From an optimization exercise on the open Yosys and OpenROAD flow, aimed at small area, a short achievable clock period and few clock cycles per item; shortcuts taken in it are not production practice.
Function was not checked in any run shown here: the RTL went through the layout flow alone.

==> flow/design.v (outline; a module is shown in full before it is edited, if it fits) <==
// module fadd_a: 50 lines
// module fadd_fc: 38 lines
// module fadd_s: 39 lines
// module fnorm: 23 lines
// module fmul_core: 32 lines
// module mul24x24: 410 lines
// module lfo_cmul: 179 lines
// module lfo_idx: 37 lines
// module lfo_ss: 24 lines
// module lfo_sintab: 267 lines
// module lfo_tick: 291 lines
module lfo_tick (
    input  wire        clk,
    input  wire        rst,
    input  wire        cmd_valid,
    output wire        cmd_ready,
    input  wire [1:0]  cmd_op,
    input  wire [31:0] cmd_arg,
    input  wire [31:0] cmd_x0,
    input  wire [31:0] cmd_x1,
    output reg         res_valid,
    output reg  [31:0] res_y0,
    output reg  [31:0] res_y1,
    output reg  [31:0] res_mult,
    output reg  [31:0] res_sins,
    output reg  [31:0] res_phase
);
  // ...
==> flow/flow/run.sh <==
#!/bin/bash
set -euo pipefail
MARGIN=$(cat flow/margin.txt)
bash standard.sh SETUP_SLACK_MARGIN=$MARGIN finish > layout.log 2>&1
==> flow/flow/margin.txt <==
14.5
==> flow/standard.sh <==
#!/bin/bash
# synth_recipe.tcl (not shown) runs the flow's synth.tcl, then flattens the netlist and writes it again
# the make line also repeats each setting of config.mk as NAME=value (left out here)
make -C /OpenROAD-flow-scripts/flow DESIGN_CONFIG=/design/flow/config.mk WORK_HOME=/design/flow/orfs CLKGATE_MAP_FILE= SYNTH_SCRIPT=/design/flow/synth_recipe.tcl "${@:-finish}"
==> flow/config.mk <==
export PLATFORM = sky130hd
export DESIGN_NAME = lfo_tick
export DESIGN_NICKNAME = lfo_tick
export VERILOG_FILES = /design/flow/design.v
export SDC_FILE = /design/flow/constraint.sdc
export NUM_CORES = 8
export LEC_CHECK = 0
export ABC_AREA = 1
export CAP_MARGIN = 20
export CORE_MARGIN = 2
export CORE_UTILIZATION = 30
export SLEW_MARGIN = 20
export SYNTH_MEMORY_MAX_BITS = 65536
==> flow/constraint.sdc <==
create_clock -name core_clock -period 24.0 [get_ports {clk}]
set_input_delay 4.8000 -clock core_clock [delete_from_list [all_inputs] [get_ports {clk}]]
set_output_delay 4.8000 -clock core_clock [all_outputs]
set_load 0.01 [all_outputs]
==> flow_summary.toml, run 1 <==
[status]
status = "complete, no violations"

[clocking]
tritoncts = "built"
ctsHoldBuffers = 0
clk_latency_ps = 930
clock-sinks = 1155

[final_layout]
nFlopsAndLatches = 1155
multi_input_area_um2 = 99500
finalNonFillerCells = 26700
area_growth_pct = 14.0
layout_commonest_cell = "nand2_1"
multi_input_gates = 15300
fillers = 49200
seq_area_um2 = 23200

[drt]
wl_um = 592000
vias_per_cell = 5.36
top_layer_used = "met5"
first_pass_iters = 7
wl_met2_um = 268000
first_iter_violations = 14700

[sta]
period_minus_slack_ps = 9370
tightest_slew_ps = 1270

[critical_path]
required_ps = 24830
crit_family = "simple AND/OR/NAND/NOR gates"
reg2reg_from = "phase[29]"
cp-endpoint = "phase[14]"

[logic_synthesis]
synthMuxAreaShare = 0.00449
ys_seq_area_frac = 0.170
syn-cell-area_um2 = 136000

[run]
maxCapViolations = 0

[global_routing]
grt_pass1_vias = 137000

[placement]
gp_congestion = 1.01
==> module lfo_idx, before the edit <==
module lfo_idx (
    input  wire [31:0] p,
    output wire [9:0]  n,
    output wire        neg,
    output wire        bad
);
    wire        nz = |p[30:23];
    wire [7:0]  e  = {p[30:24], p[23] | ~nz};
    wire [47:0] prod;
    lfo_cmul u_c (.a({nz, p[22:0]}), .p(prod));
    wire        hi  = prod[47];
    wire [23:0] tr  = hi ? prod[47:24] : prod[46:23];
    wire        g   = hi ? prod[23] : prod[22];
    wire        st  = hi ? (|prod[22:0]) : (|prod[21:0]);
    wire        rnd = g & (st | tr[0]);
    wire [24:0] t   = {1'b0, tr} + {24'd0, rnd};
    wire signed [9:0] sh = 10'sd143 - $signed({2'b00, e}) - $signed({9'd0, hi});
    wire signed [9:0] u  = sh + 10'sd10;
    reg  [9:0]  ilo;
    reg         frac;
    always @(*) begin
        if (u <= 10'sd0) begin
            ilo = 10'd0;
            frac = 1'b0;
        end else if (u >= 10'sd35) begin
            ilo = 10'd0;
            frac = (t != 25'd0);
        end else begin
            ilo = ({t, 10'd0} >> u[5:0]);
            frac = (sh > 10'sd0) && ((t & ~(25'h1FFFFFF << sh[4:0])) != 25'd0);
        end
    end
    assign neg = p[31];
    assign n   = ilo + {9'd0, p[31] & frac};
    wire [8:0] te = {1'b0, e} + 9'd7 + {8'd0, hi} + {8'd0, t[24]};
    assign bad = (&p[30:23]) | (te >= 9'd255);
endmodule
==> module lfo_ss, before the edit <==
module lfo_ss (
    input  wire [9:0]  n,
    input  wire        neg,
    input  wire        bad,
    output wire [31:0] ss
);
    wire [7:0]  r    = n[7:0];
    wire        full = n[8] & (r == 8'd0);           
    wire [7:0]  j    = n[8] ? (8'd0 - r) : r;
    wire [30:0] q;
    wire [4:0]  qlz;
    lfo_sintab u_tab (.idx(j), .val(q), .lz(qlz));   
    wire [23:0] pm  = {1'b1, q[30:8]};
    wire        prn = q[7] & ((|q[6:0]) | q[8]);
    wire [24:0] pr  = {1'b0, pm} + {24'd0, prn};
    wire [31:0] ssp = (full | pr[24]) ? 32'h3F800000 : {1'b0, 8'd126, pr[22:0]};
    wire [31:0] x   = 32'h80000000 - {1'b0, q};
    wire [31:0] xn  = x << qlz;
    wire        nrn = xn[7] & ((|xn[6:0]) | xn[8]);
    wire [24:0] nr  = {1'b0, xn[31:8]} + {24'd0, nrn};
    wire [7:0]  ne  = 8'd126 - {3'd0, qlz} + {7'd0, nr[24]};
    wire [31:0] ssn = full ? 32'd0 : {1'b0, ne, nr[24] ? 23'd0 : nr[22:0]};
    assign ss = bad ? 32'h7FC00000 : ((n[9] ^ neg) ? ssn : ssp);
endmodule
==> module lfo_tick, before the edit <==
module lfo_tick (
    input  wire        clk,
    input  wire        rst,
    input  wire        cmd_valid,
    output wire        cmd_ready,
    input  wire [1:0]  cmd_op,
    input  wire [31:0] cmd_arg,
    input  wire [31:0] cmd_x0,
    input  wire [31:0] cmd_x1,
    output reg         res_valid,
    output reg  [31:0] res_y0,
    output reg  [31:0] res_y1,
    output reg  [31:0] res_mult,
    output reg  [31:0] res_sins,
    output reg  [31:0] res_phase
);
    localparam [1:0] OP_TICK  = 2'd0;
    localparam [1:0] OP_PINC  = 2'd1;
    localparam [1:0] OP_PHASE = 2'd2;
    localparam [31:0] ONE_F      = 32'h3F800000;
    localparam [31:0] NEG_TWO_PI = 32'hC0C90FDB;
    localparam [30:0] TWO_PI_M   = 31'h40C90FDB;
    localparam [31:0] QNAN       = 32'h7FC00000;
    localparam [1:0] P_IDLE = 2'd0;    
    localparam [1:0] P_FIN1 = 2'd1;    
    localparam [1:0] P_WRAP = 2'd2;    
    localparam [1:0] P_FIN2 = 2'd3;    
    reg  [1:0]  pst;
    reg  [31:0] phase, pinc;
    reg  [31:0] opb;       
    assign cmd_ready = (pst == P_IDLE);
    wire tick = cmd_valid & (pst == P_IDLE) & (cmd_op == OP_TICK);
    wire [27:0] pa_s;
    wire [23:0] pa_ml;
    wire [25:0] pa_ar;
    wire [7:0]  pa_el;
    wire        pa_st, pa_sl, pa_sr, pa_sub, pa_nan, pa_inf, pa_infs, pa_zs;
    fadd_a u_pa (.a(phase), .b(opb), .s(pa_s), .ml(pa_ml), .ar(pa_ar), .st(pa_st), .el(pa_el),
                 .sl(pa_sl), .sr(pa_sr), .sub(pa_sub), .nan(pa_nan), .inf(pa_inf), .infs(pa_infs),
                 .zs(pa_zs));
    wire [31:0] pf_y;
    wire        pf_nw;     
    fadd_fc u_pf (.ml(pa_ml), .ar(pa_ar), .st(pa_st), .el(pa_el), .sl(pa_sl), .nan(pa_nan),
                  .inf(pa_inf), .infs(pa_infs), .y(pf_y), .ge(pf_nw));
    reg  [27:0] sv_s;
    reg  [7:0]  sv_el;
    reg         sv_sl, sv_sr, sv_sub, sv_nan, sv_inf, sv_infs, sv_zs;
    always @(posedge clk) begin
        sv_s    <= pa_s;
        sv_el   <= pa_el;
        sv_sl   <= pa_sl;
        sv_sr   <= pa_sr;
        sv_sub  <= pa_sub;
        sv_nan  <= pa_nan;
        sv_inf  <= pa_inf;
        sv_infs <= pa_infs;
        sv_zs   <= pa_zs;
    end
    wire [31:0] ps_y;
    fadd_s u_ps (.s(sv_s), .el(sv_el), .sl(sv_sl), .sr(sv_sr), .sub(sv_sub), .nan(sv_nan),
                 .inf(sv_inf), .infs(sv_infs), .zs(sv_zs), .y(ps_y));
    wire ps_nw = ~ps_y[31] & (ps_y[30:0] >= TWO_PI_M) & ~((&ps_y[30:23]) & (|ps_y[22:0]));
    reg [1:0]  pst_n;
    reg [31:0] phase_n, pinc_n;
    always @(*) begin
        pst_n   = pst;
        phase_n = phase;
        pinc_n  = pinc;
        case (pst)
            P_IDLE: begin
                if (cmd_valid) begin
                    case (cmd_op)
                        OP_TICK: begin
                            if (!pa_sub) begin
                                phase_n = pf_y;
                                pst_n   = pf_nw ? P_WRAP : P_IDLE;
                            end else begin
                                pst_n   = P_FIN1;
                            end
                        end
                        OP_PINC:  pinc_n  = cmd_arg;
                        OP_PHASE: phase_n = cmd_arg;
                        default: ;
                    endcase
                end
            end
            P_FIN1: begin
                phase_n = ps_y;
                pst_n   = ps_nw ? P_WRAP : P_IDLE;
            end
            P_WRAP: pst_n = P_FIN2;
            default: begin
                phase_n = ps_y;
                pst_n   = P_IDLE;
            end
        endcase
    end
    always @(posedge clk) begin
        if (rst) begin
            pst   <= P_IDLE;
            phase <= 32'h00000000;
            pinc  <= 32'h00000000;
            opb   <= 32'h00000000;
        end else begin
            pst   <= pst_n;
            phase <= phase_n;
            pinc  <= pinc_n;
            opb   <= (pst_n == P_WRAP) ? NEG_TWO_PI : pinc_n;
        end
    end
    reg [31:0] h1, h2, h3, h4;
    always @(posedge clk) begin
        h1 <= phase;
        h2 <= h1;
        h3 <= h2;
        h4 <= h3;
    end
    reg v1, v2, v3, v4, v5;
    always @(posedge clk) begin
        if (rst) begin
            v1 <= 1'b0; v2 <= 1'b0; v3 <= 1'b0; v4 <= 1'b0; v5 <= 1'b0;
            res_valid <= 1'b0;
        end else begin
            v1 <= tick; v2 <= v1; v3 <= v2; v4 <= v3; v5 <= v4;
            res_valid <= v5;
        end
    end
    reg s1, s2, s3, s4, s5;
    reg r1, r2, r3, r4, r5;
    wire [9:0] n_w;
    wire       neg_w, bad_w;
    lfo_idx u_idx (.p(phase), .n(n_w), .neg(neg_w), .bad(bad_w));
    reg [31:0] g1, x01, x11;
    reg [9:0]  n1;
    reg        neg1, bad1;
    always @(posedge clk) begin
        g1   <= cmd_arg;
        x01  <= cmd_x0;
        x11  <= cmd_x1;
        n1   <= n_w;
        neg1 <= neg_w;
        bad1 <= bad_w;
        s1   <= pa_sub;
        r1   <= ~pa_sub & pf_nw;
    end
    wire [31:0] ss_w;
    lfo_ss u_ss (.n(n1), .neg(neg1), .bad(bad1), .ss(ss_w));
    wire signed [9:0] ge_w;
    wire [23:0] gm_w;
    wire        gnan_w, ginf_w, gzero_w;
    fnorm u_gn (.a(g1), .e(ge_w), .m(gm_w), .nan(gnan_w), .inf(ginf_w), .zero(gzero_w));
    wire [27:0] oa_s;
    wire [7:0]  oa_el;
    wire        oa_sl, oa_sr, oa_sub, oa_nan, oa_inf, oa_infs, oa_zs;
    fadd_a u_oa (.a(ONE_F), .b({~g1[31], g1[30:0]}), .s(oa_s), .el(oa_el), .sl(oa_sl),
                 .sr(oa_sr), .sub(oa_sub), .nan(oa_nan), .inf(oa_inf), .infs(oa_infs), .zs(oa_zs));
    reg [31:0] ss2, x02, x12;
    reg signed [9:0] ge2;
    reg [23:0] gm2;
    reg        gs2, gnan2, ginf2, gzero2;
    reg [27:0] oa_s2;
    reg [7:0]  oa_el2;
    reg        oa_sl2, oa_sr2, oa_sub2, oa_nan2, oa_inf2, oa_infs2, oa_zs2;
    always @(posedge clk) begin
        ss2    <= ss_w;
        x02    <= x01;
        x12    <= x11;
        ge2    <= ge_w;
        gm2    <= gm_w;
        gs2    <= g1[31];
        gnan2  <= gnan_w;
        ginf2  <= ginf_w;
        gzero2 <= gzero_w;
        oa_s2  <= oa_s;
        oa_el2 <= oa_el;
        oa_sl2 <= oa_sl;
        oa_sr2 <= oa_sr;
        oa_sub2 <= oa_sub;
        oa_nan2 <= oa_nan;
        oa_inf2 <= oa_inf;
        oa_infs2 <= oa_infs;
        oa_zs2 <= oa_zs;
        s2     <= s1;
        r2     <= r1 | ((pst == P_FIN1) & ps_nw);
    end
    wire [31:0] gsc_w;
    fmul_core u_gs (.s(gs2), .ea(ge2), .ma(gm2), .eb({2'b00, ss2[30:23]}), .mb({1'b1, ss2[22:0]}),
                    .y(gsc_w));
    wire ss_nan  = &ss2[30:23];           
    wire ss_zero = ~(|ss2[30:0]);
    wire [31:0] gs_w = (gnan2 | ss_nan | (ginf2 & ss_zero)) ? QNAN :
                       ginf2 ? {gs2, 8'hFF, 23'd0} :
                       (gzero2 | ss_zero) ? {gs2, 31'd0} :
                       gsc_w;
    wire [31:0] omg_w;
    fadd_s u_of (.s(oa_s2), .el(oa_el2), .sl(oa_sl2), .sr(oa_sr2), .sub(oa_sub2), .nan(oa_nan2),
                 .inf(oa_inf2), .infs(oa_infs2), .zs(oa_zs2), .y(omg_w));
    reg [31:0] gs3, omg3, ss3, x03, x13;
    always @(posedge clk) begin
        gs3  <= gs_w;
        omg3 <= omg_w;
        ss3  <= ss2;
        x03  <= x02;
        x13  <= x12;
        s3   <= s2;
        r3   <= r2;
    end
    wire [27:0] ma_s;
    wire [7:0]  ma_el;
    wire        ma_sl, ma_sr, ma_sub, ma_nan, ma_inf, ma_infs, ma_zs;
    fadd_a u_ma (.a(omg3), .b(gs3), .s(ma_s), .el(ma_el), .sl(ma_sl), .sr(ma_sr), .sub(ma_sub),
                 .nan(ma_nan), .inf(ma_inf), .infs(ma_infs), .zs(ma_zs));
    reg [31:0] ss4, x04, x14;
    reg [27:0] ma_s4;
    reg [7:0]  ma_el4;
    reg        ma_sl4, ma_sr4, ma_sub4, ma_nan4, ma_inf4, ma_infs4, ma_zs4;
    always @(posedge clk) begin
        ss4     <= ss3;
        x04     <= x03;
        x14     <= x13;
        ma_s4   <= ma_s;
        ma_el4  <= ma_el;
        ma_sl4  <= ma_sl;
        ma_sr4  <= ma_sr;
        ma_sub4 <= ma_sub;
        ma_nan4 <= ma_nan;
        ma_inf4 <= ma_inf;
        ma_infs4 <= ma_infs;
        ma_zs4  <= ma_zs;
        s4      <= s3;
        r4      <= r3;
    end
    wire [31:0] m_w;
    fadd_s u_mf (.s(ma_s4), .el(ma_el4), .sl(ma_sl4), .sr(ma_sr4), .sub(ma_sub4), .nan(ma_nan4),
                 .inf(ma_inf4), .infs(ma_infs4), .zs(ma_zs4), .y(m_w));
    wire signed [9:0] x0e_w, x1e_w;
    wire [23:0] x0m_w, x1m_w;
    wire        x0nan_w, x0inf_w, x0zero_w, x1nan_w, x1inf_w, x1zero_w;
    fnorm u_x0n (.a(x04), .e(x0e_w), .m(x0m_w), .nan(x0nan_w), .inf(x0inf_w), .zero(x0zero_w));
    fnorm u_x1n (.a(x14), .e(x1e_w), .m(x1m_w), .nan(x1nan_w), .inf(x1inf_w), .zero(x1zero_w));
    reg [31:0] m5, ss5;
    reg signed [9:0] x0e5, x1e5;
    reg [23:0] x0m5, x1m5;
    reg        x0s5, x1s5, x0nan5, x0inf5, x0zero5, x1nan5, x1inf5, x1zero5;
    always @(posedge clk) begin
        m5      <= m_w;
        ss5     <= ss4;
        x0e5    <= x0e_w;
        x1e5    <= x1e_w;
        x0m5    <= x0m_w;
        x1m5    <= x1m_w;
        x0s5    <= x04[31];
        x1s5    <= x14[31];
        x0nan5  <= x0nan_w;
        x0inf5  <= x0inf_w;
        x0zero5 <= x0zero_w;
        x1nan5  <= x1nan_w;
        x1inf5  <= x1inf_w;
        x1zero5 <= x1zero_w;
        s5      <= s4;
        r5      <= r4;
    end
    wire m_nan  = (&m5[30:23]) & (|m5[22:0]);
    wire m_inf  = (&m5[30:23]) & ~(|m5[22:0]);
    wire m_zero = ~(|m5[30:0]);
    wire [31:0] y0c_w, y1c_w;
    fmul_core u_y0 (.s(x0s5 ^ m5[31]), .ea(x0e5), .ma(x0m5), .eb({2'b00, m5[30:23]}),
                    .mb({1'b1, m5[22:0]}), .y(y0c_w));
    fmul_core u_y1 (.s(x1s5 ^ m5[31]), .ea(x1e5), .ma(x1m5), .eb({2'b00, m5[30:23]}),
                    .mb({1'b1, m5[22:0]}), .y(y1c_w));
    wire [31:0] y0_w = (x0nan5 | m_nan | (x0inf5 & m_zero) | (x0zero5 & m_inf)) ? QNAN :
                       (x0inf5 | m_inf) ? {x0s5 ^ m5[31], 8'hFF, 23'd0} :
                       (x0zero5 | m_zero) ? {x0s5 ^ m5[31], 31'd0} :
                       y0c_w;
    wire [31:0] y1_w = (x1nan5 | m_nan | (x1inf5 & m_zero) | (x1zero5 & m_inf)) ? QNAN :
                       (x1inf5 | m_inf) ? {x1s5 ^ m5[31], 8'hFF, 23'd0} :
                       (x1zero5 | m_zero) ? {x1s5 ^ m5[31], 31'd0} :
                       y1c_w;
    always @(posedge clk) begin
        res_y0    <= y0_w;
        res_y1    <= y1_w;
        res_mult  <= m5;
        res_sins  <= ss5;
        case ({r5, s5})
            2'b00:   res_phase <= h4;
            2'b01:   res_phase <= h3;
            2'b10:   res_phase <= h2;
            default: res_phase <= h1;
        endcase
    end
endmodule
==> run 2: changes to the inputs <==
--- a/flow/design.v
+++ b/flow/design.v
@@ -50,40 +50,2 @@
 endmodule
-module fadd_fc (
-    input  wire [23:0] ml,
-    input  wire [25:0] ar,
-    input  wire        st,
-    input  wire [7:0]  el,
-    input  wire        sl,
-    input  wire        nan,
-    input  wire        inf,
-    input  wire        infs,
-    output wire [31:0] y,
-    output wire        ge
-);
-    localparam [30:0] TWO_PI_M = 31'h40C90FDB;
-    wire [23:0] bi = ar[25:2];
-    wire        g  = ar[1];
-    wire        r  = ar[0];
-    wire [25:0] s0 = {2'b00, ml} + {2'b00, bi};
-    wire [25:0] s1 = {2'b00, ml} + {2'b00, bi} + 26'd1;
-    wire [25:0] s2 = {2'b00, ml} + {2'b00, bi} + 26'd2;
-    wire        co = s0[24];
-    wire        rnd0 = g & (r | st | s0[0]);
-    wire        rnd1 = s0[0] & (g | r | st | s0[1]);
-    wire [7:0]  el1 = el + 8'd1;
-    wire [7:0]  el2 = el + 8'd2;
-    wire [30:0] p00 = {s0[23] ? el : 8'd0, s0[22:0]};
-    wire [30:0] p01 = s1[24] ? {el1, 23'd0} : {s1[23] ? el : 8'd0, s1[22:0]};
-    wire [30:0] p10 = {el1, s0[23:1]};
-    wire [30:0] p11 = s2[25] ? {el2, 23'd0} : {el1, s2[23:1]};
-    wire [30:0] mag = co ? (rnd1 ? p11 : p10) : (rnd0 ? p01 : p00);
-    wire        ovf = (&mag[30:23]) | (co & (el == 8'd254));
-    assign y = nan ? 32'h7FC00000 :
-               inf ? {infs, 8'hFF, 23'd0} :
-               ovf ? {sl, 8'hFF, 23'd0} :
-               {sl, mag};
-    wire ge0 = (p00 >= TWO_PI_M) | ((p00 == TWO_PI_M - 31'd1) & rnd0);
-    wire ge1 = (p10 >= TWO_PI_M) | ((p10 == TWO_PI_M - 31'd1) & rnd1);
-    assign ge = ~nan & ~sl & (inf | (co ? ge1 : ge0));
-endmodule
 module fadd_s (
@@ -150,13 +112,19 @@
 endmodule
-module fmul_core (
-    input  wire              s,
-    input  wire signed [9:0] ea,
-    input  wire [23:0]       ma,
-    input  wire signed [9:0] eb,
-    input  wire [23:0]       mb,
-    output wire [31:0]       y
+module fmul_p (
+    input  wire signed [9:0]  ea,
+    input  wire [23:0]        ma,
+    input  wire signed [9:0]  eb,
+    input  wire [23:0]        mb,
+    output wire [47:0]        p,
+    output wire signed [10:0] e0       
 );
-    wire [47:0] p;
     mul24x24 u_m (.a(ma), .b(mb), .p(p));
-    wire signed [10:0] e0 = ea + eb - 11'sd127;
+    assign e0 = ea + eb - 11'sd127;
+endmodule
+module fmul_r (
+    input  wire               s,
+    input  wire [47:0]        p,
+    input  wire signed [10:0] e0,
+    output wire [31:0]        y
+);
     wire [7:0]  e0l = e0[7:0];
@@ -182,2 +150,57 @@
 endmodule
+module lfo_pfast (
+    input  wire [31:0] a,
+    input  wire [25:0] ar,
+    input  wire        st,
+    output wire [31:0] y,
+    output wire [1:0]  k,
+    output wire        ge,
+    output wire        ovf
+);
+    localparam [30:0] TWO_PI_M = 31'h40C90FDB;
+    wire        anz = |a[30:23];
+    wire [23:0] ml  = {anz, a[22:0]};
+    wire [7:0]  el  = {a[30:24], a[23] | ~anz};
+    wire [23:0] bi  = ar[25:2];
+    wire        g   = ar[1];
+    wire        r   = ar[0];
+    wire [25:0] s0  = {2'b00, ml} + {2'b00, bi};
+    wire [25:0] s1  = {2'b00, ml} + {2'b00, bi} + 26'd1;
+    wire [25:0] s2  = {2'b00, ml} + {2'b00, bi} + 26'd2;
+    wire        co  = s0[24];
+    wire        rnd0 = g & (r | st | s0[0]);
+    wire        rnd1 = s0[0] & (g | r | st | s0[1]);
+    wire [7:0]  el1 = el + 8'd1;
+    wire [7:0]  el2 = el + 8'd2;
+    wire [30:0] p00 = {s0[23] ? el : 8'd0, s0[22:0]};
+    wire [30:0] p01 = s1[24] ? {el1, 23'd0} : {s1[23] ? el : 8'd0, s1[22:0]};
+    wire [30:0] p10 = {el1, s0[23:1]};
+    wire [30:0] p11 = s2[25] ? {el2, 23'd0} : {el1, s2[23:1]};
+    wire [30:0] mag = co ? (rnd1 ? p11 : p10) : (rnd0 ? p01 : p00);
+    assign ovf = (&mag[30:23]) | (co & (el == 8'd254));
+    assign y   = ovf ? {a[31], 8'hFF, 23'd0} : {a[31], mag};
+    assign k   = co ? ((rnd1 & s2[25]) ? 2'd2 : 2'd1) : {1'b0, rnd0 & s1[24]};
+    wire ge0 = (p00 >= TWO_PI_M) | ((p00 == TWO_PI_M - 31'd1) & rnd0);
+    wire ge1 = (p10 >= TWO_PI_M) | ((p10 == TWO_PI_M - 31'd1) & rnd1);
+    assign ge  = ~a[31] & (ovf | (co ? ge1 : ge0));
+endmodule
+module lfo_palign (
+    input  wire [31:0] a,
+    input  wire [31:0] b,
+    output wire [25:0] ar,
+    output wire        st,
+    output wire        ok
+);
+    wire        anz = |a[30:23];
+    wire        bnz = |b[30:23];
+    wire [7:0]  ea  = {a[30:24], a[23] | ~anz};
+    wire [7:0]  eb  = {b[30:24], b[23] | ~bnz};
+    wire [23:0] mb  = {bnz, b[22:0]};
+    wire [8:0]  d   = {1'b0, ea} - {1'b0, eb};
+    wire [4:0]  dc  = (d[7:0] > 8'd26) ? 5'd26 : d[4:0];
+    assign ar = {mb, 2'b00} >> dc;
+    wire [4:0]  dl  = (dc > 5'd2) ? (dc - 5'd2) : 5'd0;
+    assign st = |(mb & ~(24'hFFFFFF << dl));
+    assign ok = ~d[8] & (a[31] == b[31]) & ~(&a[30:23]) & ~(&b[30:23]);
+endmodule
 module mul24x24(input [23:0] a, input [23:0] b, output [47:0] p);
@@ -772,15 +795,16 @@
 module lfo_idx (
-    input  wire [31:0] p,
-    output wire [9:0]  n,
-    output wire        neg,
+    input  wire [25:0] pr,
+    input  wire        lz,
+    input  wire [7:0]  e,         
+    input  wire        sgn,
+    input  wire        spec,      
+    output wire [7:0]  j,
+    output wire        full,
+    output wire        sn,
     output wire        bad
 );
-    wire        nz = |p[30:23];
-    wire [7:0]  e  = {p[30:24], p[23] | ~nz};
-    wire [47:0] prod;
-    lfo_cmul u_c (.a({nz, p[22:0]}), .p(prod));
-    wire        hi  = prod[47];
-    wire [23:0] tr  = hi ? prod[47:24] : prod[46:23];
-    wire        g   = hi ? prod[23] : prod[22];
-    wire        st  = hi ? (|prod[22:0]) : (|prod[21:0]);
+    wire        hi  = pr[25];
+    wire [23:0] tr  = hi ? pr[25:2] : pr[24:1];
+    wire        g   = hi ? pr[1] : pr[0];
+    wire        st  = hi ? (pr[0] | ~lz) : ~lz;
     wire        rnd = g & (st | tr[0]);
@@ -803,10 +827,13 @@
     end
-    assign neg = p[31];
-    assign n   = ilo + {9'd0, p[31] & frac};
+    wire [9:0] n = ilo + {9'd0, sgn & frac};
+    assign full = n[8] & (n[7:0] == 8'd0);
+    assign j    = n[8] ? (8'd0 - n[7:0]) : n[7:0];
+    assign sn   = n[9] ^ sgn;
     wire [8:0] te = {1'b0, e} + 9'd7 + {8'd0, hi} + {8'd0, t[24]};
-    assign bad = (&p[30:23]) | (te >= 9'd255);
+    assign bad  = spec | (te >= 9'd255);
 endmodule
 module lfo_ss (
-    input  wire [9:0]  n,
-    input  wire        neg,
+    input  wire [7:0]  j,
+    input  wire        full,
+    input  wire        sn,
     input  wire        bad,
@@ -814,5 +841,2 @@
 );
-    wire [7:0]  r    = n[7:0];
-    wire        full = n[8] & (r == 8'd0);           
-    wire [7:0]  j    = n[8] ? (8'd0 - r) : r;
     wire [30:0] q;
@@ -820,5 +844,4 @@
     lfo_sintab u_tab (.idx(j), .val(q), .lz(qlz));   
-    wire [23:0] pm  = {1'b1, q[30:8]};
     wire        prn = q[7] & ((|q[6:0]) | q[8]);
-    wire [24:0] pr  = {1'b0, pm} + {24'd0, prn};
+    wire [24:0] pr  = {2'b01, q[30:8]} + {24'd0, prn};
     wire [31:0] ssp = (full | pr[24]) ? 32'h3F800000 : {1'b0, 8'd126, pr[22:0]};
@@ -830,3 +853,3 @@
     wire [31:0] ssn = full ? 32'd0 : {1'b0, ne, nr[24] ? 23'd0 : nr[22:0]};
-    assign ss = bad ? 32'h7FC00000 : ((n[9] ^ neg) ? ssn : ssp);
+    assign ss = bad ? 32'h7FC00000 : (sn ? ssn : ssp);
 endmodule
@@ -1122,23 +1145,24 @@
     localparam [31:0] QNAN       = 32'h7FC00000;
-    localparam [1:0] P_IDLE = 2'd0;    
-    localparam [1:0] P_FIN1 = 2'd1;    
-    localparam [1:0] P_WRAP = 2'd2;    
-    localparam [1:0] P_FIN2 = 2'd3;    
-    reg  [1:0]  pst;
+    localparam [2:0] P_IDLE = 3'd0;    
+    localparam [2:0] P_SB   = 3'd1;    
+    localparam [2:0] P_WA   = 3'd2;    
+    localparam [2:0] P_WB   = 3'd3;    
+    localparam [2:0] P_AL   = 3'd4;    
+    reg  [2:0]  pst;
     reg  [31:0] phase, pinc;
     reg  [31:0] opb;       
+    reg  [25:0] par;       
+    reg         pst_k;     
+    reg         pok;       
     assign cmd_ready = (pst == P_IDLE);
     wire tick = cmd_valid & (pst == P_IDLE) & (cmd_op == OP_TICK);
+    wire [31:0] pf_y;
+    wire [1:0]  pf_k;
+    wire        pf_ge, pf_ovf;
+    lfo_pfast u_pf (.a(phase), .ar(par), .st(pst_k), .y(pf_y), .k(pf_k), .ge(pf_ge), .ovf(pf_ovf));
     wire [27:0] pa_s;
-    wire [23:0] pa_ml;
-    wire [25:0] pa_ar;
     wire [7:0]  pa_el;
-    wire        pa_st, pa_sl, pa_sr, pa_sub, pa_nan, pa_inf, pa_infs, pa_zs;
-    fadd_a u_pa (.a(phase), .b(opb), .s(pa_s), .ml(pa_ml), .ar(pa_ar), .st(pa_st), .el(pa_el),
-                 .sl(pa_sl), .sr(pa_sr), .sub(pa_sub), .nan(pa_nan), .inf(pa_inf), .infs(pa_infs),
-                 .zs(pa_zs));
-    wire [31:0] pf_y;
-    wire        pf_nw;     
-    fadd_fc u_pf (.ml(pa_ml), .ar(pa_ar), .st(pa_st), .el(pa_el), .sl(pa_sl), .nan(pa_nan),
-                  .inf(pa_inf), .infs(pa_infs), .y(pf_y), .ge(pf_nw));
+    wire        pa_sl, pa_sr, pa_sub, pa_nan, pa_inf, pa_infs, pa_zs;
+    fadd_a u_pa (.a(phase), .b(opb), .s(pa_s), .ml(), .ar(), .st(), .el(pa_el), .sl(pa_sl),
+                 .sr(pa_sr), .sub(pa_sub), .nan(pa_nan), .inf(pa_inf), .infs(pa_infs), .zs(pa_zs));
     reg  [27:0] sv_s;
@@ -1160,4 +1184,7 @@
                  .inf(sv_inf), .infs(sv_infs), .zs(sv_zs), .y(ps_y));
-    wire ps_nw = ~ps_y[31] & (ps_y[30:0] >= TWO_PI_M) & ~((&ps_y[30:23]) & (|ps_y[22:0]));
-    reg [1:0]  pst_n;
+    wire ps_ge = ~ps_y[31] & (ps_y[30:0] >= TWO_PI_M) & ~((&ps_y[30:23]) & (|ps_y[22:0]));
+    wire [25:0] al_ar;
+    wire        al_st, al_ok;
+    lfo_palign u_al (.a(phase), .b(pinc), .ar(al_ar), .st(al_st), .ok(al_ok));
+    reg [2:0]  pst_n;
     reg [31:0] phase_n, pinc_n;
@@ -1172,11 +1199,17 @@
                         OP_TICK: begin
-                            if (!pa_sub) begin
+                            if (pok) begin
                                 phase_n = pf_y;
-                                pst_n   = pf_nw ? P_WRAP : P_IDLE;
+                                pst_n   = pf_ge ? P_WA : P_IDLE;
                             end else begin
-                                pst_n   = P_FIN1;
+                                pst_n   = P_SB;
                             end
                         end
-                        OP_PINC:  pinc_n  = cmd_arg;
-                        OP_PHASE: phase_n = cmd_arg;
+                        OP_PINC: begin
+                            pinc_n = cmd_arg;
+                            pst_n  = P_AL;
+                        end
+                        OP_PHASE: begin
+                            phase_n = cmd_arg;
+                            pst_n   = P_AL;
+                        end
                         default: ;
@@ -1185,13 +1218,17 @@
             end
-            P_FIN1: begin
+            P_SB: begin
                 phase_n = ps_y;
-                pst_n   = ps_nw ? P_WRAP : P_IDLE;
+                pst_n   = ps_ge ? P_WA : P_AL;
             end
-            P_WRAP: pst_n = P_FIN2;
-            default: begin
+            P_WA: pst_n = P_WB;
+            P_WB: begin
                 phase_n = ps_y;
-                pst_n   = P_IDLE;
+                pst_n   = P_AL;
             end
+            default: pst_n = P_IDLE;
         endcase
     end
+    wire [25:0] par_k = (pf_k == 2'd0) ? par :
+                        (pf_k == 2'd1) ? {1'b0, par[25:1]} : {2'b00, par[25:2]};
+    wire        pst_kk = pst_k | ((pf_k != 2'd0) & par[0]) | ((pf_k == 2'd2) & par[1]);
     always @(posedge clk) begin
@@ -1202,2 +1239,5 @@
             opb   <= 32'h00000000;
+            pok   <= 1'b1;
+            par   <= 26'd0;
+            pst_k <= 1'b0;
         end else begin
@@ -1206,6 +1246,15 @@
             pinc  <= pinc_n;
-            opb   <= (pst_n == P_WRAP) ? NEG_TWO_PI : pinc_n;
+            opb   <= (pst_n == P_WA) ? NEG_TWO_PI : pinc_n;
+            if (pst == P_AL) begin
+                par   <= al_ar;
+                pst_k <= al_st;
+                pok   <= al_ok;
+            end else if (tick) begin
+                par   <= par_k;
+                pst_k <= pst_kk;
+                pok   <= pok & ~pf_ovf;
+            end
         end
     end
-    reg [31:0] h1, h2, h3, h4;
+    reg [31:0] h1, h2, h3, h4, h5, h6, h7;
     always @(posedge clk) begin
@@ -1215,37 +1264,43 @@
         h4 <= h3;
+        h5 <= h4;
+        h6 <= h5;
+        h7 <= h6;
     end
-    reg v1, v2, v3, v4, v5;
+    reg v1, v2, v3, v4, v5, v6, v7, v8;
     always @(posedge clk) begin
         if (rst) begin
-            v1 <= 1'b0; v2 <= 1'b0; v3 <= 1'b0; v4 <= 1'b0; v5 <= 1'b0;
+            v1 <= 1'b0; v2 <= 1'b0; v3 <= 1'b0; v4 <= 1'b0;
+            v5 <= 1'b0; v6 <= 1'b0; v7 <= 1'b0; v8 <= 1'b0;
             res_valid <= 1'b0;
         end else begin
-            v1 <= tick; v2 <= v1; v3 <= v2; v4 <= v3; v5 <= v4;
-            res_valid <= v5;
+            v1 <= tick; v2 <= v1; v3 <= v2; v4 <= v3;
+            v5 <= v4; v6 <= v5; v7 <= v6; v8 <= v7;
+            res_valid <= v8;
         end
     end
-    reg s1, s2, s3, s4, s5;
-    reg r1, r2, r3, r4, r5;
-    wire [9:0] n_w;
-    wire       neg_w, bad_w;
-    lfo_idx u_idx (.p(phase), .n(n_w), .neg(neg_w), .bad(bad_w));
+    reg s1, s2, s3, s4, s5, s6, s7, s8;
+    reg r1, r2, r3, r4, r5, r6, r7, r8;
+    wire        ph_nz = |phase[30:23];
+    wire [47:0] prod;
+    lfo_cmul u_cm (.a({ph_nz, phase[22:0]}), .p(prod));
+    reg [25:0] pr1;
+    reg        lz1, sg1, sp1;
+    reg [7:0]  e1;
     reg [31:0] g1, x01, x11;
-    reg [9:0]  n1;
-    reg        neg1, bad1;
     always @(posedge clk) begin
-        g1   <= cmd_arg;
-        x01  <= cmd_x0;
-        x11  <= cmd_x1;
-        n1   <= n_w;
-        neg1 <= neg_w;
-        bad1 <= bad_w;
-        s1   <= pa_sub;
-        r1   <= ~pa_sub & pf_nw;
+        pr1 <= prod[47:22];
+        lz1 <= ~(|phase[21:0]);           
+        e1  <= {phase[30:24], phase[23] | ~ph_nz};
+        sg1 <= phase[31];
+        sp1 <= &phase[30:23];
+        g1  <= cmd_arg;
+        x01 <= cmd_x0;
+        x11 <= cmd_x1;
+        s1  <= ~pok;
+        r1  <= pok & pf_ge;
     end
-    wire [31:0] ss_w;
-    lfo_ss u_ss (.n(n1), .neg(neg1), .bad(bad1), .ss(ss_w));
-    wire signed [9:0] ge_w;
-    wire [23:0] gm_w;
-    wire        gnan_w, ginf_w, gzero_w;
-    fnorm u_gn (.a(g1), .e(ge_w), .m(gm_w), .nan(gnan_w), .inf(ginf_w), .zero(gzero_w));
+    wire [7:0] j_w;
+    wire       full_w, sn_w, bad_w;
+    lfo_idx u_idx (.pr(pr1), .lz(lz1), .e(e1), .sgn(sg1), .spec(sp1), .j(j_w), .full(full_w),
+                   .sn(sn_w), .bad(bad_w));
     wire [27:0] oa_s;
@@ -1253,8 +1308,8 @@
     wire        oa_sl, oa_sr, oa_sub, oa_nan, oa_inf, oa_infs, oa_zs;
-    fadd_a u_oa (.a(ONE_F), .b({~g1[31], g1[30:0]}), .s(oa_s), .el(oa_el), .sl(oa_sl),
-                 .sr(oa_sr), .sub(oa_sub), .nan(oa_nan), .inf(oa_inf), .infs(oa_infs), .zs(oa_zs));
-    reg [31:0] ss2, x02, x12;
-    reg signed [9:0] ge2;
-    reg [23:0] gm2;
-    reg        gs2, gnan2, ginf2, gzero2;
+    fadd_a u_oa (.a(ONE_F), .b({~g1[31], g1[30:0]}), .s(oa_s), .ml(), .ar(), .st(), .el(oa_el),
+                 .sl(oa_sl), .sr(oa_sr), .sub(oa_sub), .nan(oa_nan), .inf(oa_inf), .infs(oa_infs),
+                 .zs(oa_zs));
+    reg [7:0]  j2;
+    reg        full2, sn2, bad2;
+    reg [31:0] g2, x02, x12;
     reg [27:0] oa_s2;
@@ -1263,32 +1318,23 @@
     always @(posedge clk) begin
-        ss2    <= ss_w;
-        x02    <= x01;
-        x12    <= x11;
-        ge2    <= ge_w;
-        gm2    <= gm_w;
-        gs2    <= g1[31];
-        gnan2  <= gnan_w;
-        ginf2  <= ginf_w;
-        gzero2 <= gzero_w;
-        oa_s2  <= oa_s;
-        oa_el2 <= oa_el;
-        oa_sl2 <= oa_sl;
-        oa_sr2 <= oa_sr;
-        oa_sub2 <= oa_sub;
-        oa_nan2 <= oa_nan;
-        oa_inf2 <= oa_inf;
+        j2       <= j_w;
+        full2    <= full_w;
+        sn2      <= sn_w;
+        bad2     <= bad_w;
+        g2       <= g1;
+        x02      <= x01;
+        x12      <= x11;
+        oa_s2    <= oa_s;
+        oa_el2   <= oa_el;
+        oa_sl2   <= oa_sl;
+        oa_sr2   <= oa_sr;
+        oa_sub2  <= oa_sub;
+        oa_nan2  <= oa_nan;
+        oa_inf2  <= oa_inf;
         oa_infs2 <= oa_infs;
-        oa_zs2 <= oa_zs;
-        s2     <= s1;
-        r2     <= r1 | ((pst == P_FIN1) & ps_nw);
+        oa_zs2   <= oa_zs;
+        s2       <= s1;
+        r2       <= r1 | ((pst == P_SB) & ps_ge);
     end
-    wire [31:0] gsc_w;
-    fmul_core u_gs (.s(gs2), .ea(ge2), .ma(gm2), .eb({2'b00, ss2[30:23]}), .mb({1'b1, ss2[22:0]}),
-                    .y(gsc_w));
-    wire ss_nan  = &ss2[30:23];           
-    wire ss_zero = ~(|ss2[30:0]);
-    wire [31:0] gs_w = (gnan2 | ss_nan | (ginf2 & ss_zero)) ? QNAN :
-                       ginf2 ? {gs2, 8'hFF, 23'd0} :
-                       (gzero2 | ss_zero) ? {gs2, 31'd0} :
-                       gsc_w;
+    wire [31:0] ss_w;
+    lfo_ss u_ss (.j(j2), .full(full2), .sn(sn2), .bad(bad2), .ss(ss_w));
     wire [31:0] omg_w;
@@ -1296,11 +1342,63 @@
                  .inf(oa_inf2), .infs(oa_infs2), .zs(oa_zs2), .y(omg_w));
-    reg [31:0] gs3, omg3, ss3, x03, x13;
+    wire signed [9:0] ge_w;
+    wire [23:0] gm_w;
+    wire        gnan_w, ginf_w, gzero_w;
+    fnorm u_gn (.a(g2), .e(ge_w), .m(gm_w), .nan(gnan_w), .inf(ginf_w), .zero(gzero_w));
+    reg [31:0] ss3, omg3, x03, x13;
+    reg signed [9:0] ge3;
+    reg [23:0] gm3;
+    reg        gs3, gnan3, ginf3, gzero3;
+    always @(posedge clk) begin
+        ss3    <= ss_w;
+        omg3   <= omg_w;
+        x03    <= x02;
+        x13    <= x12;
+        ge3    <= ge_w;
+        gm3    <= gm_w;
+        gs3    <= g2[31];
+        gnan3  <= gnan_w;
+        ginf3  <= ginf_w;
+        gzero3 <= gzero_w;
+        s3     <= s2;
+        r3     <= r2;
+    end
+    wire [47:0]        gp_w;
+    wire signed [10:0] ge0_w;
+    fmul_p u_gp (.ea(ge3), .ma(gm3), .eb({2'b00, ss3[30:23]}), .mb({1'b1, ss3[22:0]}),
+                 .p(gp_w), .e0(ge0_w));
+    wire ss_nan  = &ss3[30:23];
+    wire ss_zero = ~(|ss3[30:0]);
+    reg [47:0]        gp4;
+    reg signed [10:0] ge04;
+    reg               gsg4, gqn4, gin4, gzr4;
+    reg [31:0]        ss4, omg4, x04, x14;
     always @(posedge clk) begin
-        gs3  <= gs_w;
-        omg3 <= omg_w;
-        ss3  <= ss2;
-        x03  <= x02;
-        x13  <= x12;
-        s3   <= s2;
-        r3   <= r2;
+        gp4  <= gp_w;
+        ge04 <= ge0_w;
+        gsg4 <= gs3;
+        gqn4 <= gnan3 | ss_nan | (ginf3 & ss_zero);
+        gin4 <= ginf3;
+        gzr4 <= gzero3 | ss_zero;
+        ss4  <= ss3;
+        omg4 <= omg3;
+        x04  <= x03;
+        x14  <= x13;
+        s4   <= s3;
+        r4   <= r3;
+    end
+    wire [31:0] gsr_w;
+    fmul_r u_gr (.s(gsg4), .p(gp4), .e0(ge04), .y(gsr_w));
+    wire [31:0] gs_w = gqn4 ? QNAN :
+                       gin4 ? {gsg4, 8'hFF, 23'd0} :
+                       gzr4 ? {gsg4, 31'd0} :
+                       gsr_w;
+    reg [31:0] gs5, omg5, ss5, x05, x15;
+    always @(posedge clk) begin
+        gs5  <= gs_w;
+        omg5 <= omg4;
+        ss5  <= ss4;
+        x05  <= x04;
+        x15  <= x14;
+        s5   <= s4;
+        r5   <= r4;
     end
@@ -1309,27 +1407,27 @@
     wire        ma_sl, ma_sr, ma_sub, ma_nan, ma_inf, ma_infs, ma_zs;
-    fadd_a u_ma (.a(omg3), .b(gs3), .s(ma_s), .el(ma_el), .sl(ma_sl), .sr(ma_sr), .sub(ma_sub),
-                 .nan(ma_nan), .inf(ma_inf), .infs(ma_infs), .zs(ma_zs));
-    reg [31:0] ss4, x04, x14;
-    reg [27:0] ma_s4;
-    reg [7:0]  ma_el4;
-    reg        ma_sl4, ma_sr4, ma_sub4, ma_nan4, ma_inf4, ma_infs4, ma_zs4;
+    fadd_a u_ma (.a(omg5), .b(gs5), .s(ma_s), .ml(), .ar(), .st(), .el(ma_el), .sl(ma_sl),
+                 .sr(ma_sr), .sub(ma_sub), .nan(ma_nan), .inf(ma_inf), .infs(ma_infs), .zs(ma_zs));
+    reg [27:0] ma_s6;
+    reg [7:0]  ma_el6;
+    reg        ma_sl6, ma_sr6, ma_sub6, ma_nan6, ma_inf6, ma_infs6, ma_zs6;
+    reg [31:0] ss6, x06, x16;
     always @(posedge clk) begin
-        ss4     <= ss3;
-        x04     <= x03;
-        x14     <= x13;
-        ma_s4   <= ma_s;
-        ma_el4  <= ma_el;
-        ma_sl4  <= ma_sl;
-        ma_sr4  <= ma_sr;
-        ma_sub4 <= ma_sub;
-        ma_nan4 <= ma_nan;
-        ma_inf4 <= ma_inf;
-        ma_infs4 <= ma_infs;
-        ma_zs4  <= ma_zs;
-        s4      <= s3;
-        r4      <= r3;
+        ma_s6    <= ma_s;
+        ma_el6   <= ma_el;
+        ma_sl6   <= ma_sl;
+        ma_sr6   <= ma_sr;
+        ma_sub6  <= ma_sub;
+        ma_nan6  <= ma_nan;
+        ma_inf6  <= ma_inf;
+        ma_infs6 <= ma_infs;
+        ma_zs6   <= ma_zs;
+        ss6      <= ss5;
+        x06      <= x05;
+        x16      <= x15;
+        s6       <= s5;
+        r6       <= r5;
     end
     wire [31:0] m_w;
-    fadd_s u_mf (.s(ma_s4), .el(ma_el4), .sl(ma_sl4), .sr(ma_sr4), .sub(ma_sub4), .nan(ma_nan4),
-                 .inf(ma_inf4), .infs(ma_infs4), .zs(ma_zs4), .y(m_w));
+    fadd_s u_mf (.s(ma_s6), .el(ma_el6), .sl(ma_sl6), .sr(ma_sr6), .sub(ma_sub6), .nan(ma_nan6),
+                 .inf(ma_inf6), .infs(ma_infs6), .zs(ma_zs6), .y(m_w));
     wire signed [9:0] x0e_w, x1e_w;
@@ -1337,52 +1435,70 @@
     wire        x0nan_w, x0inf_w, x0zero_w, x1nan_w, x1inf_w, x1zero_w;
-    fnorm u_x0n (.a(x04), .e(x0e_w), .m(x0m_w), .nan(x0nan_w), .inf(x0inf_w), .zero(x0zero_w));
-    fnorm u_x1n (.a(x14), .e(x1e_w), .m(x1m_w), .nan(x1nan_w), .inf(x1inf_w), .zero(x1zero_w));
-    reg [31:0] m5, ss5;
-    reg signed [9:0] x0e5, x1e5;
-    reg [23:0] x0m5, x1m5;
-    reg        x0s5, x1s5, x0nan5, x0inf5, x0zero5, x1nan5, x1inf5, x1zero5;
+    fnorm u_x0n (.a(x06), .e(x0e_w), .m(x0m_w), .nan(x0nan_w), .inf(x0inf_w), .zero(x0zero_w));
+    fnorm u_x1n (.a(x16), .e(x1e_w), .m(x1m_w), .nan(x1nan_w), .inf(x1inf_w), .zero(x1zero_w));
+    reg [31:0] m7, ss7;
+    reg signed [9:0] x0e7, x1e7;
+    reg [23:0] x0m7, x1m7;
+    reg        x0s7, x1s7, x0nan7, x0inf7, x0zero7, x1nan7, x1inf7, x1zero7;
+    always @(posedge clk) begin
+        m7      <= m_w;
+        ss7     <= ss6;
+        x0e7    <= x0e_w;
+        x1e7    <= x1e_w;
+        x0m7    <= x0m_w;
+        x1m7    <= x1m_w;
+        x0s7    <= x06[31];
+        x1s7    <= x16[31];
+        x0nan7  <= x0nan_w;
+        x0inf7  <= x0inf_w;
+        x0zero7 <= x0zero_w;
+        x1nan7  <= x1nan_w;
+        x1inf7  <= x1inf_w;
+        x1zero7 <= x1zero_w;
+        s7      <= s6;
+        r7      <= r6;
+    end
+    wire m_nan  = (&m7[30:23]) & (|m7[22:0]);
+    wire m_inf  = (&m7[30:23]) & ~(|m7[22:0]);
+    wire m_zero = ~(|m7[30:0]);
+    wire [47:0]        y0p_w, y1p_w;
+    wire signed [10:0] y0e_w, y1e_w;
+    fmul_p u_y0p (.ea(x0e7), .ma(x0m7), .eb({2'b00, m7[30:23]}), .mb({1'b1, m7[22:0]}),
+                  .p(y0p_w), .e0(y0e_w));
+    fmul_p u_y1p (.ea(x1e7), .ma(x1m7), .eb({2'b00, m7[30:23]}), .mb({1'b1, m7[22:0]}),
+                  .p(y1p_w), .e0(y1e_w));
+    reg [47:0]        y0p8, y1p8;
+    reg signed [10:0] y0e8, y1e8;
+    reg               y0s8, y1s8, y0qn8, y1qn8, y0in8, y1in8, y0zr8, y1zr8;
+    reg [31:0]        m8, ss8;
     always @(posedge clk) begin
-        m5      <= m_w;
-        ss5     <= ss4;
-        x0e5    <= x0e_w;
-        x1e5    <= x1e_w;
-        x0m5    <= x0m_w;
-        x1m5    <= x1m_w;
-        x0s5    <= x04[31];
-        x1s5    <= x14[31];
-        x0nan5  <= x0nan_w;
-        x0inf5  <= x0inf_w;
-        x0zero5 <= x0zero_w;
-        x1nan5  <= x1nan_w;
-        x1inf5  <= x1inf_w;
-        x1zero5 <= x1zero_w;
-        s5      <= s4;
-        r5      <= r4;
+        y0p8  <= y0p_w;
+        y1p8  <= y1p_w;
+        y0e8  <= y0e_w;
+        y1e8  <= y1e_w;
+        y0s8  <= x0s7 ^ m7[31];
+        y1s8  <= x1s7 ^ m7[31];
+        y0qn8 <= x0nan7 | m_nan | (x0inf7 & m_zero) | (x0zero7 & m_inf);
+        y1qn8 <= x1nan7 | m_nan | (x1inf7 & m_zero) | (x1zero7 & m_inf);
+        y0in8 <= x0inf7 | m_inf;
+        y1in8 <= x1inf7 | m_inf;
+        y0zr8 <= x0zero7 | m_zero;
+        y1zr8 <= x1zero7 | m_zero;
+        m8    <= m7;
+        ss8   <= ss7;
+        s8    <= s7;
+        r8    <= r7;
     end
-    wire m_nan  = (&m5[30:23]) & (|m5[22:0]);
-    wire m_inf  = (&m5[30:23]) & ~(|m5[22:0]);
-    wire m_zero = ~(|m5[30:0]);
-    wire [31:0] y0c_w, y1c_w;
-    fmul_core u_y0 (.s(x0s5 ^ m5[31]), .ea(x0e5), .ma(x0m5), .eb({2'b00, m5[30:23]}),
-                    .mb({1'b1, m5[22:0]}), .y(y0c_w));
-    fmul_core u_y1 (.s(x1s5 ^ m5[31]), .ea(x1e5), .ma(x1m5), .eb({2'b00, m5[30:23]}),
-                    .mb({1'b1, m5[22:0]}), .y(y1c_w));
-    wire [31:0] y0_w = (x0nan5 | m_nan | (x0inf5 & m_zero) | (x0zero5 & m_inf)) ? QNAN :
-                       (x0inf5 | m_inf) ? {x0s5 ^ m5[31], 8'hFF, 23'd0} :
-                       (x0zero5 | m_zero) ? {x0s5 ^ m5[31], 31'd0} :
-                       y0c_w;
-    wire [31:0] y1_w = (x1nan5 | m_nan | (x1inf5 & m_zero) | (x1zero5 & m_inf)) ? QNAN :
-                       (x1inf5 | m_inf) ? {x1s5 ^ m5[31], 8'hFF, 23'd0} :
-                       (x1zero5 | m_zero) ? {x1s5 ^ m5[31], 31'd0} :
-                       y1c_w;
+    wire [31:0] y0r_w, y1r_w;
+    fmul_r u_y0r (.s(y0s8), .p(y0p8), .e0(y0e8), .y(y0r_w));
+    fmul_r u_y1r (.s(y1s8), .p(y1p8), .e0(y1e8), .y(y1r_w));
     always @(posedge clk) begin
-        res_y0    <= y0_w;
-        res_y1    <= y1_w;
-        res_mult  <= m5;
-        res_sins  <= ss5;
-        case ({r5, s5})
-            2'b00:   res_phase <= h4;
-            2'b01:   res_phase <= h3;
-            2'b10:   res_phase <= h2;
-            default: res_phase <= h1;
+        res_y0   <= y0qn8 ? QNAN : y0in8 ? {y0s8, 8'hFF, 23'd0} : y0zr8 ? {y0s8, 31'd0} : y0r_w;
+        res_y1   <= y1qn8 ? QNAN : y1in8 ? {y1s8, 8'hFF, 23'd0} : y1zr8 ? {y1s8, 31'd0} : y1r_w;
+        res_mult <= m8;
+        res_sins <= ss8;
+        case ({r8, s8})
+            2'b00:   res_phase <= h7;
+            2'b01:   res_phase <= h6;
+            2'b10:   res_phase <= h5;
+            default: res_phase <= h4;
         endcase
==> flow/flow/margin.txt (replaced) <==
16
==> run 2 against run 1 <==
Still clean. Cell count rose by 3.7%. Non-clock buffer count rose by 11. Utilization grew 0.34 points. Routed wire length grew 0.78%. Setup slack improved by 1500 ps. Register-to-register slack better by 1600 ps. Highest routed layer unchanged.
==> flow_summary.toml, run 2 <==
[floorplan]
fp.dieH_um = 711
placementRows = 259
die-area_um2 = 505000
fp.dieW_um = 711
boundaryPins = 263
core_area_um2 = 498000
start_util = 0.301

[logic_synthesis]
synth_most_common_cell = "nand2_1"
synth_edf_count = 0
synth_top_area_frac = 0.247
synthCells = 20800
yosysWarnings = 5
synthDistinctLibCells = 95
yosys-top-cells-area = "dfxtp_1 (25%), fa_1 (12%), nand2_1 (9.5%), xor2_1 (7.8%), inv_1 (7.3%)"
syn-cell-area_um2 = 150000
yosysTopAreaCell = "dfxtp_1"
synth_flop_cell = "dfxtp_1"
yosys-top-cells-count = "nand2_1 (3787), inv_1 (2913), dfxtp_1 (1853)"
ys_seq_elements = 1853
async_flop_share = 0
avgSynthCellArea_um2 = 7.22
ys_seq_area_frac = 0.247

[sta]
fin_worst_skew_ps = 98.8
slew_violations = 0
setup_ws_ps = 16140
hold_viol_final = 0
maxSlewHeadroom = 0.167
fin_hold_ws_ps = 281
tightest_slew_ps = 1240
tns_ps = 0
fmax_mhz = 127
setup_viol = 0
period_minus_slack_ps = 7860
rsz0062_at_grt = "yes"
period_share = 0.328

[hold_path]
worstHoldStart = "x13[20]"
hold_depth = 0
hold_end = "x14[20]"
min_path_type = "reg2reg"

[clocking]
clock-sinks = 1853
clk_pin_slew_worst_paths_ps = 60
root_buffer = "clkbuf_16"
numCtsBuffers = 206
h-tree-depth = 4
clk_latency_ps = 960
tritoncts = "built"
cts_buffer_depth = 4

[drt]
vias_per_cell = 5.29
vias = 147000
wl_um = 596000
avgRoutedWirePerCell_um = 21.5
postRouteAntennaNets = 0
drc = 0
first_pass_iters = 8
first_iter_violations = 15000

[critical_path]
worstPathArrival_ps = 8710
crit_family = "buffers and inverters"
crit_type = "in2reg"
endpoint_kind = "flip-flop"
crit_fanout = 57
startpoint_type = "input pin"
critPathBufInv = 5
reg2reg_from = "opb[24]"
r2r_cells = 50
path_cells = "clkdlybuf4s50_1 > inv_1 > ha_2 > clkinv_1 > nand2_1 > nor2_1 > nor3_1 > inv_1 > buf_4 > a21oi_1 > o21ai_0 > a21oi_1"
reg2reg_slack_ps = 16280
slowest_delay_ps = 790
required_ps = 24850
r2r_end = "sv_s[26]"
cpMaxStageDelayCell = "nor3_1"

[placement]
port-buffer-count = 261
place_ws_ps = 13960
gp_congestion = 0.994
dpl_cell_area_um2 = 159000
dp_hpwl_um = 440000

[global_routing]
grtUsageTotal = 0.222
grt_pass1_vias = 140000
grt_pass1_wl_um = 878000
grt_max_degree = 74
antenna_found_initial = 23
grt_overflow_total = 0

[final_layout]
finalNetCount = 22600
final_util = 0.346
layout_commonest_cell = "nand2_1"
top_regs = "gp4 (48), y0p8 (48), y1p8 (48)"
drive_gt1_frac = 0.0864
final_cell_mix = "nand2_1 (3710), inv_1 (2839), dfxtp_1 (1826), o21ai_0 (1554), nor2_1 (1546)"
postLayoutCellArea_um2 = 172000
area_growth_pct = 15.0

[status]
status = "complete, no violations"

[run]
maxCapViolations = 0
-- run 2: cell types whose count changed in the layout (fill, tap and decap cells not counted), sizes merged, moves of 47 or more --
cell | previous run | this run
dfxtp | 1155 | 1853
nand2 | 4207 | 3851
nor2 | 1944 | 1675
nand3 | 1082 | 836
inv | 3203 | 3041
o21ai | 1658 | 1801
xor2 | 1224 | 1347
clkbuf | 182 | 277
a21oi | 900 | 956
ha | 666 | 713
-- run 2: cell type report --
class | instances | area, µm²
clock inverter | 115 | 1580
timing repair buffer | 797 | 7660
sequential | 1853 | 37200
clock buffer | 260 | 5650
antenna | 26 | 65.1
tap | 6655 | 8330
timing repair inverter | 19 | 126
inverter | 3104 | 11900
fill | 53100 | 325000
multi-input combinational | 14900 | 99800
-- run 2: per-stage QoR --
step / std cells
after floorplan: 20800
after global placement: 27000
after detailed placement: 27000
after CTS: 27500
after global routing: 27700
final: 27700
-- run 2: cell families (layout without fill, tap and decap cells) --
kind of cell / after synthesis / after routing / share of synthesized area
other cells: 2 / 29 / 0.0000501
compound gates: 4606 / 4609 / 0.180
xor+xnor: 1488 / 1488 / 0.0874
simple gates: 7110 / 7122 / 0.200
fa+ha+maj: 1602 / 1602 / 0.178
buf+inv: 4048 / 4295 / 0.103
mux: 59 / 59 / 0.00394
flops: 1853 / 1853 / 0.247
-- run 2: how the worst max path moves through the flow --
stage | startpoint | end | slack, ps | cells past startpoint
3_3_place_gp | phase[28] | sv_s[26] | 13990 | 52
3_5_place_dp | phase[28] | sv_s[26] | 13960 | 52
4_1_cts | phase[26] | sv_s[26] | 15900 | 51
5_1_grt | opb[24] | sv_s[26] | 15790 | 51
6_report | cmd_op[0] | phase[19] | 16140 | 12
2_1_floorplan | phase[28] | sv_s[26] | 16020 | 51
-- run 2: timing repair --
item                                    CTS  global route
pin swaps                                21           146
hold buffers                              0             0
gates resized for setup                 224           706
endpoints found under the setup margin  205           209
buffers inserted                         45           190
gates cloned                             19            36
-- run 2: worst register-to-register path, delay by kind of cell (launching register included) --
kind / cells / cell delay [ps]
AND/OR/NAND/NOR: 12 / 1300
buffers and inverters: 10 / 1260
adder cells (fa/ha/maj): 3 / 850
XOR/XNOR: 2 / 300
AO/OA/AOI/OAI: 23 / 3640
flip-flops: 1 / 340
-- run 2: routing by layer --
metal  up-vias  track usage  part of all wire
met2      6857        0.350              0.44
met3      1525       0.0404             0.085
li1      68400            -                 -
met1     69800        0.291              0.42
met4        10        0.112             0.057
met5         -            0           0.00012
==> run 3: changes to the inputs <==
==> flow/flow/margin.txt (replaced) <==
17
==> run 3 against run 2 <==
Setup slack gained 260 ps. Synthesized cell count unchanged. Largest cell class unchanged. Critical path type is now reg2reg. Global-route usage is 1.0 points higher. Count of clock-buffer cells in the layout increased by 5. Maximum frequency is 3.4% higher. First-iteration DRC count rose by 8.2%. Register-to-register slack better by 110 ps. Non-clock buffer count up 692. Hold slack better by 17 ps. Still clean on timing, DRC and antenna. Critical endpoint is now ma_s6[26]. Via count rose by 3.4%.
==> flow_summary.toml, run 3 <==
[critical_path]
cpMaxStageDelayCell = "fa_2"
reg2reg_from = "gs5[26]"
endpoint_kind = "flip-flop"
worstPathArrival_ps = 8360
slowest_delay_ps = 350
r2r_cells = 54
reg2reg_slack_ps = 16390
crit_type = "reg2reg"
required_ps = 24750
r2r_end = "ma_s6[26]"
crit_fanout = 19
startpoint_type = "flip-flop"

[clocking]
cts_buffer_depth = 4
clk_pin_slew_worst_paths_ps = 60
clk_latency_ps = 960
root_buffer = "clkbuf_16"
numCtsBuffers = 211
clock-sinks = 1853
tritoncts = "built"
h-tree-depth = 4
ctsHoldBuffers = 0

[sta]
tightest_slew_ps = 1290
fmax_mhz = 131
rsz0062_at_grt = "yes"
maxSlewHeadroom = 0.128
tns_ps = 0
setup_viol = 0
setup_ws_ps = 16390
period_share = 0.317
period_minus_slack_ps = 7610
fin_worst_skew_ps = 88.4
hold_viol_final = 0
slew_violations = 0

[logic_synthesis]
async_flop_share = 0
ys_seq_elements = 1853
ys_seq_area_frac = 0.247
synthDistinctLibCells = 95
synthMuxAreaShare = 0.00394
synth_compound_area_frac = 0.180
synth_edf_count = 0
synthCells = 20800
synth_top_family_by_area = "simple AND/OR/NAND/NOR gates"
yosysTopAreaCell = "dfxtp_1"
synth_most_common_cell = "nand2_1"
yosys-top-cells-count = "nand2_1 (3787), inv_1 (2913), dfxtp_1 (1853)"
synth_simple_gate_area_share = 0.200
synthAdderAreaFrac = 0.178
synth_flop_cell = "dfxtp_1"
avgSynthCellArea_um2 = 7.22
syn-cell-area_um2 = 150000
synth_top_area_frac = 0.247
yosys-top-cells-area = "dfxtp_1 (25%), fa_1 (12%), nand2_1 (9.5%), xor2_1 (7.8%), inv_1 (7.3%)"
yosysWarnings = 5
synth-xor-area-share = 0.0874

[hold_path]
worstHoldStart = "x13[25]"
hold_depth = 0
hold_end = "x14[25]"
min_path_type = "reg2reg"

[floorplan]
start_util = 0.301
fp.dieW_um = 711
placementRows = 259
boundaryPins = 263
fp.dieH_um = 711
die-area_um2 = 505000
core_area_um2 = 498000

[drt]
wl_um = 629000
vias_per_cell = 5.33
drc = 0
first_pass_iters = 9
postRouteAntennaNets = 0
avgRoutedWirePerCell_um = 22.1
vias = 151000
first_iter_violations = 16200

[final_layout]
area_growth_pct = 24.0
drive_gt1_frac = 0.162
finalNetCount = 23300
fillers = 51900
final_cell_mix = "nand2_1 (3509), inv_1 (2728), dfxtp_1 (1792), nor2_1 (1419), o21ai_0 (1381)"
top_regs = "gp4 (48), y0p8 (48), y1p8 (48)"
seq_area_um2 = 37200
layout_commonest_cell = "nand2_1"
multi_input_area_um2 = 105000

[global_routing]
grtUsageTotal = 0.233
antenna_found_initial = 28
grt_overflow_total = 0
grt_pass1_vias = 144000
grt_max_degree = 64
grt_pass1_wl_um = 913000

[placement]
place_ws_ps = 13410
port-buffer-count = 261
dp_hpwl_um = 444000
gp_congestion = 1.00

[status]
status = "complete, no violations"

[run]
maxCapViolations = 0
[run 3: repair_timing]
action | CTS | global route
setup buffers | 453 | 426
pin swaps | 289 | 563
setup endpoints to repair | 303 | 258
gates resized for setup | 1259 | 1352
gates cloned | 79 | 46
[run 3: layout make-up]
type	count	share of cell area
well taps	6655	0.0448
inverters	3104	0.0660
multi-input cells	14900	0.566
clock buffers	265	0.0313
diodes	24	0.000323
flip-flops and latches	1853	0.200
repair buffers	1489	0.0814
repair inverters	28	0.00112
clock inverters	121	0.00866
[run 3: metal layers]
layer	track usage	share of wire	routed length (µm)	up-vias
met4	0.123	0.064	40500	16
met2	0.364	0.44	274000	7652
met5	0	0.00020	129	-
met3	0.0448	0.091	57400	1955
met1	0.303	0.41	257000	72000
li1	-	-	-	69900
[run 3: worst max path at each step]
stage                    from          to  cells past startpoint
finish                gs5[26]   ma_s6[26]                     54
floorplan           phase[27]    sv_s[26]                     51
global route          gs5[26]   ma_s6[26]                     52
global placement      pr1[25]  u_ss.q[28]                     39
detailed placement    pr1[25]  u_ss.q[28]                     39
CTS                   gs5[24]   ma_s6[26]                     54
[run 3: stage by stage]
step / hold slack, ps / utilization / cell area [µm²] / std cells
2_1_floorplan: 310 / - / 150000 / 20800
3_3_place_gp: 310 / 0.320 / 159000 / 27000
3_5_place_dp: 312 / 0.320 / 159000 / 27000
4_1_cts: 300 / 0.354 / 176000 / 27900
5_1_grt: 303 / 0.373 / 186000 / 28400
6_report: 298 / 0.373 / 186000 / 28400
[run 3: critical path, delay by kind of cell, from the launching register on]
kind            cells  cell delay, ps
buf+inv             9             740
xor+xnor            2             400
flops               1             340
simple gates       18            1870
fa+ha+maj           3             710
compound gates     22            3340
[run 3: logic make-up (layout without fill, tap and decap cells)]
logic type,count (synthesis),in the layout
other,2,27
AND/OR/NAND/NOR,7110,7133
adder cells (fa/ha/maj),1602,1602
AO/OA/AOI/OAI,4606,4606
flip-flops,1853,1853
multiplexers,59,59
buffers and inverters,4048,5007
XOR/XNOR,1488,1488

## separate check: timing with driven ports
The results above use ideal ports. As a check the final layouts listed here were re-extracted and re-timed, cells and wires unchanged. Step 1, drivers: a clkbuf_16 drives clk and a buf_2 each remaining input, both assumed. Step 2 adds t to the input delays and takes it off the output delays; t is the mean of the earliest and latest rising clock arrival at the registers after step 1. Input paths then give back, and output paths get back, about the clock's delay inside the block. Three values: ideal, step 1, step 2; two values: the first two.
| run | t (ns) | setup WS [ns] | latest minus earliest clock arrival (ns) | cell pins on the clock port's net |
|---|---|---|---|---|
| run 1 | 0.988 | 14.634 / 14.634 / 14.634 | 0.112 / 0.112 | 1 |
| run 2 | 1.036 | 16.139 / 16.243 / 15.208 | 0.110 / 0.109 | 1 |
| run 3 | 1.051 | 16.395 / 16.395 / 16.078 | 0.104 / 0.104 | 1 |
After both steps every run listed still meets setup and hold. For run 2, which loses most, drivers alone change the setup slack by +0.104 ns; drivers and shift together by -0.931 ns.
